Source: an optimization exercise on an open RTL-to-GDS flow (aim: small area and a short achievable clock period). Production flows keep margins and buffers that such runs may drop. The RTL was checked by simulation tests, not by an equivalence proof against the original design. Power figures rest on the tool's default switching activity, not on a simulated workload.

// ess_rx_codec
module ess_rx_codec (
    input  wire        clk,
    input  wire        rst,           
    input  wire        rx_valid,
    input  wire [31:0] rx_word,
    output reg         rx_rsp_valid,
    output reg  [31:0] rx_rsp,
    input  wire        cmd_valid,
    input  wire [31:0] cmd_word,
    output reg         cmd_rsp_valid,
    output wire [31:0] cmd_rsp
);
clock: 10.0 ns
lec_check: 0
cap_margin: 20
core_margin: 2
core_utilization: 45
slew_margin: 20
tns_end_percent: 10
standard.sh (not shown) runs the stock make flow with config.mk's settings and CLKGATE_MAP_FILE= SYNTH_SCRIPT=/design/flow/synth_recipe.tcl, a recipe that flattens the netlist after the stock synthesis.
==> flow/flow/run.sh <==
#!/bin/bash
# Standard ORFS layout, with repair_timing aiming past the clock period's
# slack, buf_6 port buffers, and a CTS without dummy loads and with larger
# sink clusters.
set -euo pipefail
bash standard.sh \
  SETUP_SLACK_MARGIN=6.5 \
  "BUFFER_PORTS_ARGS=-buffer_cell sky130_fd_sc_hd__buf_6" \
  "CTS_ARGS=-sink_clustering_enable -repair_clock_nets -dont_use_dummy_load -sink_clustering_size 20 -sink_clustering_max_diameter 60" \
  finish > standard_make.log 2>&1
Change:
--- a/flow/design.v
+++ b/flow/design.v
@@ -149,46 +149,37 @@
             pf_d = pf_d | pg[g];
     end
     wire       ap_hit  = nf_v && (nf_r == ap_r);
     wire [7:0] feed_b  = ap_hit ? nf_d : pf;
     wire [1:0] pa_j   = c_a[1:0];
     wire [5:0] pa_r   = c_a[7:2];
     reg  [3:0] pa_jdec;
     reg  [3:0] pa_psel;
     reg  [7:0] pa_ring_lo;    
     reg  [7:0] pa_ring_hi;    
-    reg  [7:0] pa_cl [0:3];
-    reg  [7:0] pa_ch [0:3];
     integer m, q, e;
     always @(*) begin
         for (q = 0; q < 4; q = q + 1)
             pa_jdec[q] = (pa_j == q);
         for (q = 0; q < 4; q = q + 1) begin
             pa_psel[q] = 1'b0;
             for (e = 0; e < 4; e = e + 1)
                 pa_psel[q] = pa_psel[q] | (pa_jdec[e] & coh[(e - q) & 3]);
         end
-        for (q = 0; q < 4; q = q + 1) begin
-            pa_cl[q] = 8'd0;
-            pa_ch[q] = 8'd0;
-            for (m = 0; m < NPR; m = m + 1)
-                if (m < NPR/2)
-                    pa_cl[q] = pa_cl[q] | ({8{pa_r == m}} & pq[m*32 + q*8 +: 8]);
-                else
-                    pa_ch[q] = pa_ch[q] | ({8{pa_r == m}} & pq[m*32 + q*8 +: 8]);
-        end
         pa_ring_lo = 8'd0;
         pa_ring_hi = 8'd0;
-        for (q = 0; q < 4; q = q + 1) begin
-            pa_ring_lo = pa_ring_lo | ({8{pa_psel[q]}} & pa_cl[q]);
-            pa_ring_hi = pa_ring_hi | ({8{pa_psel[q]}} & pa_ch[q]);
-        end
+        for (m = 0; m < NPR; m = m + 1)
+            for (q = 0; q < 4; q = q + 1)
+                if (m < NPR/2)
+                    pa_ring_lo = pa_ring_lo | ({8{(pa_r == m) && pa_psel[q]}} & pq[m*32 + q*8 +: 8]);
+                else
+                    pa_ring_hi = pa_ring_hi | ({8{(pa_r == m) && pa_psel[q]}} & pq[m*32 + q*8 +: 8]);
     end
     wire       pa_hit  = pw_v[pa_j] && (pw_r[pa_j] == pa_r);
     wire [7:0] pa_byte = (c_a == 8'd0) ? pay0 : pa_hit ? pw_d[pa_j] : pa_ring_lo;
     wire       pa_hi_ok = c_rdpay && (c_a != 8'd0) && (c_a != 8'hFF) && !pa_hit;
     wire fifo_empty = (fill == 9'd0);
     wire fifo_full  = (fill == P_CAP);
     wire c_takes   = cmd_valid && (c_pop || c_parsef || c_packf);
     wire c_take_ok = c_takes && !fifo_empty;
     wire [7:0] hd = hq[0];
     wire [7:0] c_byte = (c_parsef || c_packf) ? hd : c_d;
The new run produced a clean layout.
Sequential power is about the same.
Clock skew goes down by 0.022 ns.
Wire length goes up by about 27%.
Setup slack is worse by 0.14 ns.
Global-route usage goes up by 6.1 points.
Die area goes up by about 1.1%.
Register-to-register slack is worse by 0.22 ns.

-- re-timing with driven ports --
How much do the figures lean on ideal ports? The routed layouts below were timed once more, with nothing changed but the port constraints. Step 1 assumes that a clkbuf_16 drives the clock port and a buf_2 every other input. Step 2 times the ports against the registers' clock, not the clock port: input delays grow and output delays shrink by t, the midpoint of the rising clock arrivals with the driver on. Slacks: ideal / step 1 / step 2; pairs: ideal / step 1.
run | t, ns | slack for setup (ns) | worst setup path at the end | slew at the worst register clock pin (ns) | cell pins on the clock port's net
the first run | 1.040 | 5.961 / 5.892 / 4.852 | input to register | 0.08 / 0.08 | 1
the second run | 1.054 | 5.817 / 5.503 / 4.448 | input to register | 0.09 / 0.09 | 1
After both steps every run listed still meets setup and hold. For the second run, which loses most, drivers alone change the setup slack by -0.314 ns; drivers and shift together by -1.369 ns.
